Source: an optimization exercise on an open RTL-to-GDS flow (aim: small area, a short achievable clock period and few clock cycles). Production flows keep margins and buffers that such runs may drop.
In this exercise RTL edits were held to simulation tests only and were not proved equivalent to the original.

// pong_physics
module pong_physics (
    input  wire        clk,
    input  wire        rst,
    input  wire        cmd_valid,
    input  wire [39:0] cmd,
    output wire        cmd_ready,
    output reg         resp_valid,
    output reg  [15:0] resp,
    input  wire        tick_req
);
    function [15:0] chain13;
        input [12:0] u;
        reg [1:0] r, rw;
        reg [11:0] q;
        reg n1, n0;
        integer i;
        begin
            r = 2'd0;
            rw = 2'd0;
            q = 12'd0;
            for (i = 12; i >= 0; i = i - 1) begin
                if (i < 12) q[i] = r[1] | (r[0] & u[i]);
                n1 = (r[0] & ~u[i]) | (r[1] & u[i]);
                n0 = (~r[1] & ~r[0] & u[i]) | (r[1] & ~u[i]);
                r = {n1, n0};
                if (i == 3) rw = r;
            end
            chain13 = {rw, r, q};
        end
    endfunction
    function [11:0] chain11;
        input [10:0] u;
        reg [1:0] r;
        reg [9:0] q;
        reg n1, n0;
        integer i;
        begin
            r = 2'd0;
            q = 10'd0;
            for (i = 10; i >= 0; i = i - 1) begin
  ...
Size in the first run: roughly 21000 um2 of cells after synthesis.
Settings: LEC_CHECK=0, ABC_AREA=1, CAP_MARGIN=20, CORE_MARGIN=2, CORE_UTILIZATION=40, CTS_CLUSTER_DIAMETER=100, CTS_CLUSTER_SIZE=20, SLEW_MARGIN=20; clock period 30.0 ns.
standard.sh (not shown) runs the stock make flow with config.mk's settings and CLKGATE_MAP_FILE= SYNTH_SCRIPT=/design/flow/synth_recipe.tcl, a recipe that flattens the netlist after the stock synthesis.
==> flow/flow/run.sh <==
#!/bin/bash
set -euo pipefail
export BUFFER_PORTS_ARGS="-buffer_cell sky130_fd_sc_hd__buf_2"
bash standard.sh > standard.log 2>&1
Testbench counts at the start, summed over its fixed seeds: cycles 32,694.
==> next run, changes <==
--- a/flow/design.v
+++ b/flow/design.v
@@ -275,31 +275,25 @@
         if (bst == B_HIT)     resp <= {15'd0, hit};
         else if (bst == B_W0) resp <= {15'd0, vb};
         else case (op)
             8'h18:   resp <= rdb_val;
             8'h21:   resp <= {{4{s_pos[15]}}, s_pos[15:4]};
             8'h28:   resp <= rdp_val;
             8'h31:   resp <= {14'd0, sc1[7], sc0[7]};
             8'h38:   resp <= {8'd0, sel ? sc1 : sc0};
             default: resp <= 16'h0000;
         endcase
         rst_q <= rst;
         vxp   <= !vx[15] && (vx[14:0] != 15'd0);
-        if (rst) begin
-            bst        <= B_IDLE;
-            sv         <= 1'b0;
-            busy       <= 1'b1;
-            pstep      <= 1'b0;
-            resp_valid <= 1'b0;
-        end else begin
+        begin
             resp_valid <= (acc_cmd && !c_bounce && !c_walls) ||
                           (bcr && ((bst == B_HIT) || (bst == B_W0)));
             sv   <= sv_n;
             bst  <= bst_n;
             busy  <= (bst_n != B_IDLE) || (want_step && !sv);
             pstep <= want_step && !sv;
             ptick <= !c_step;
             if (bst == B_IDLE) begin
                 ben <= c_bounce ? (sel ? 2'b10 : 2'b01) : 2'b11;
                 bwq <= st_pw && !c_bounce;
                 bcr <= c_bounce || c_walls;
             end
@@ -365,25 +359,32 @@
                         end
                     end
                     8'h30: begin
                         if (nop0) begin
                             if (sel) sc1 <= sc1i;
                             else     sc0 <= sc0i;
                         end
                     end
                     default: ;
                 endcase
             end
         end
+        if (rst || rst_q) begin
+            busy       <= 1'b1;
+            resp_valid <= 1'b0;
+        end
         if (rst_q) begin
+            bst     <= B_IDLE;
+            sv      <= 1'b0;
+            pstep   <= 1'b0;
             sc0     <= 8'h00;
             sc1     <= 8'h00;
             tick_en <= 1'b0;
         end
         if (rst_q || (acc_cmd && op == 8'h14)) begin
             px   <= (sc1[7] && !rst_q) ? 16'd16128 : 16'd256;
             vx   <= (sc1[7] && !rst_q) ? 16'hF400 : 16'd3072;
             py   <= 16'd4096;
             vy   <= 16'd0;
             spin <= 16'd0;
             pos0 <= 16'd512;
             pos1 <= 16'd512;
Effect: Cell count goes down by 1.5%. Utilization falls by 0.38 points. Via count came out lower by 4.7%. Final area went down by 3.3%. Sequential share of layout area drops by 0.74 points. Setup slack improved by 0.26 ns. Sequential cell count stays the same. Critical path depth stays the same. Worst hold slack stays flat. Maximum frequency increases by 2.1%.
Testbench counts after the change, summed over its fixed seeds: cycles 32,694.

pong_physics, a different RTL version from the one above (not shown whole).
Size in the first run: ~2800 cells after synthesis, roughly 230 flip-flops, roughly 62 I/O pins.
Settings: LEC_CHECK=0, ABC_AREA=1, CAP_MARGIN=20, CORE_MARGIN=2, CORE_UTILIZATION=40, CTS_CLUSTER_DIAMETER=100, CTS_CLUSTER_SIZE=20, SLEW_MARGIN=20; clock period 30.0 ns.
Scripts as last shown in full above: flow/flow/run.sh
Testbench counts at the start, summed over its fixed seeds: cycles 32,694.
Then changed:
--- a/flow/design.v
+++ b/flow/design.v
@@ -78,30 +78,30 @@
         reg c;
         integer i;
         begin
             c = 1'b0;
             for (i = 0; i < 16; i = i + 1) begin
                 rneg[i] = x[i] ^ c;
                 c = c | x[i];
             end
         end
     endfunction
     function [15:0] tdiv4;
-        input [15:0] x;
+        input [17:0] x;
         begin
-            tdiv4 = radd({{2{x[15]}}, x[15:2]}, 16'd0, x[15] && (x[1:0] != 2'd0));
+            tdiv4 = radd(x[17:2], 16'd0, x[17] && (x[1:0] != 2'd0));
         end
     endfunction
     reg [15:0] px, py, vx, vy, spin;
-    reg [15:0] pos0, pos1, vr0, vr1;
-    reg        vm0, vm1;
+    reg [15:0] pos0, pos1;
+    reg [17:0] vr0, vr1;    
     reg [7:0]  sc0, sc1;
     reg        tick_en;
     reg [3:0]  bst;         
     reg [1:0]  ben;         
     reg        bwq;         
     reg        bcr;         
     reg [2:0]  bko;         
     reg        sv;
     reg [15:0] s1r;
     reg [10:0] dvq;
     reg [2:0]  dvk;
@@ -116,24 +116,24 @@
     wire [15:0] imm  = cmd[15:0];
     wire        sel  = cmd[24];
     wire acc_cmd  = cmd_valid && !busy;
     wire acc_tick = tick_req && !busy && !cmd_valid && tick_en;
     wire c_step   = acc_cmd && (op == 8'h10);
     wire c_bounce = acc_cmd && (op == 8'h11);
     wire c_walls  = acc_cmd && (op == 8'h12);
     wire c_tick   = acc_cmd && (op == 8'h13);
     wire want_step = acc_tick || c_step || c_tick;
     wire do_step   = (want_step && sv) || pstep;
     wire step_tick = pstep ? ptick : !c_step;
-    wire [15:0] vel0 = vm0 ? tdiv4(vr0) : vr0;
-    wire [15:0] vel1 = vm1 ? tdiv4(vr1) : vr1;
+    wire [15:0] vel0 = tdiv4(vr0);
+    wire [15:0] vel1 = tdiv4(vr1);
     wire [15:0] sx   = sv ? s1r : spin;
     wire [15:0] ch1  = chain13({1'b1, ~sx[15], sx[14:4]});
     wire [1:0]  rw   = ch1[15:14];
     wire [1:0]  ra   = ch1[13:12];
     wire [8:0]  qw   = ch1[11:3] ^ 9'h100;           
     wire [10:0] qa   = ch1[10:0];                     
     wire        c1   = sx[15] && !((sx[6:0] == 7'd0) && (rw == 2'd0));
     wire [15:0] s1n  = radd(sx, ~{{7{qw[8]}}, qw}, !c1);            
     wire [15:0] dd16 = radd({12'd0, sx[3:0]}, {7'd0, ~qw}, !c1);
     wire [8:0]  dd   = dd16[8:0];
     reg  [2:0]  kk, kk1;
@@ -385,37 +385,35 @@
                         case (opa)
                             8'd0: px   <= imm;
                             8'd1: py   <= imm;
                             8'd2: vx   <= imm;
                             8'd3: vy   <= imm;
                             8'd4: spin <= imm;
                             default: ;
                         endcase
                     end
                     8'h20: begin
                         if (sel) begin
-                            vr1  <= s_sum;
-                            vm1  <= 1'b1;
+                            vr1  <= {{2{s_sum[15]}}, s_sum};
                             pos1 <= imm;
                         end else begin
-                            vr0  <= s_sum;
-                            vm0  <= 1'b1;
+                            vr0  <= {{2{s_sum[15]}}, s_sum};
                             pos0 <= imm;
                         end
                     end
                     8'h29: begin
                         if (opb == 8'd0) begin
                             if (sel) pos1 <= imm; else pos0 <= imm;
                         end else if (opb == 8'd1) begin
-                            if (sel) begin vr1 <= imm; vm1 <= 1'b0; end
-                            else     begin vr0 <= imm; vm0 <= 1'b0; end
+                            if (sel) vr1 <= {imm, 2'b00};
+                            else     vr0 <= {imm, 2'b00};
                         end
                     end
                     8'h30: begin
                         if (nop0) begin
                             if (sel) sc1 <= sc1i;
                             else     sc0 <= sc0i;
                         end
                     end
                     default: ;
                 endcase
             end
@@ -434,16 +432,16 @@
         end
         if (rst_q || (acc_cmd && op == 8'h14) || hx) begin
             px   <= cserve ? 16'd16128 : 16'd256;
             vx   <= cserve ? 16'hF400 : 16'd3072;
             vy   <= 16'd0;
             spin <= 16'd0;
         end
         if (rst_q || (acc_cmd && op == 8'h14)) begin
             py   <= 16'd4096;
             pos0 <= 16'd512;
             pos1 <= 16'd512;
-            vr0  <= 16'd0;
-            vr1  <= 16'd0;
+            vr0  <= 18'd0;
+            vr1  <= 18'd0;
         end
     end
 endmodule
=> The new run ran to the end with no violations; die area went down slightly; hold slack improves by 9.4 ps; routed wire length went up by a few percent; final area went down slightly; area after synthesis went down slightly; sequential share of layout area went up by 0.25 points; flip-flop and latch count went up by 2; setup slack improves by 7.2 ps.
Testbench counts after the change, summed over its fixed seeds: cycles 32,694.

[port drivers added, routing unchanged]
In the flow no input, the clock included, has a driving cell. The finished layouts below were timed again as built, in two steps.
Step 1: set_driving_cell puts a clkbuf_16 on clk and a buf_2 on each other input, an assumption about the parent block.
Step 2, shift: input delay + t, output delay - t, t = (earliest + latest rising clock arrival at the registers) / 2. This alone moves slack from input paths to output paths.
Slacks: ideal ports / drivers / drivers and shift; pairs: ideal ports / drivers.
| run | shift t [ns] | setup slack, ns | hold slack, ns |
|---|---|---|---|
| the first run of note 1 | 0.615 | 17.433 / 17.405 / 17.405 | 0.476 / 0.476 / 0.476 |
| the second run of note 1 | 0.585 | 17.690 / 17.672 / 17.672 | 0.476 / 0.476 / 0.476 |
| the first run of note 2 | 0.578 | 17.687 / 17.666 / 17.666 | 0.458 / 0.458 / 0.458 |
| the second run of note 2 | 0.591 | 17.694 / 17.672 / 17.672 | 0.467 / 0.467 / 0.467 |
After both steps setup and hold are still met in every run listed. The setup slack of the first run of note 1, which loses most, moves by -0.028 ns with the drivers and by -0.028 ns with both steps.
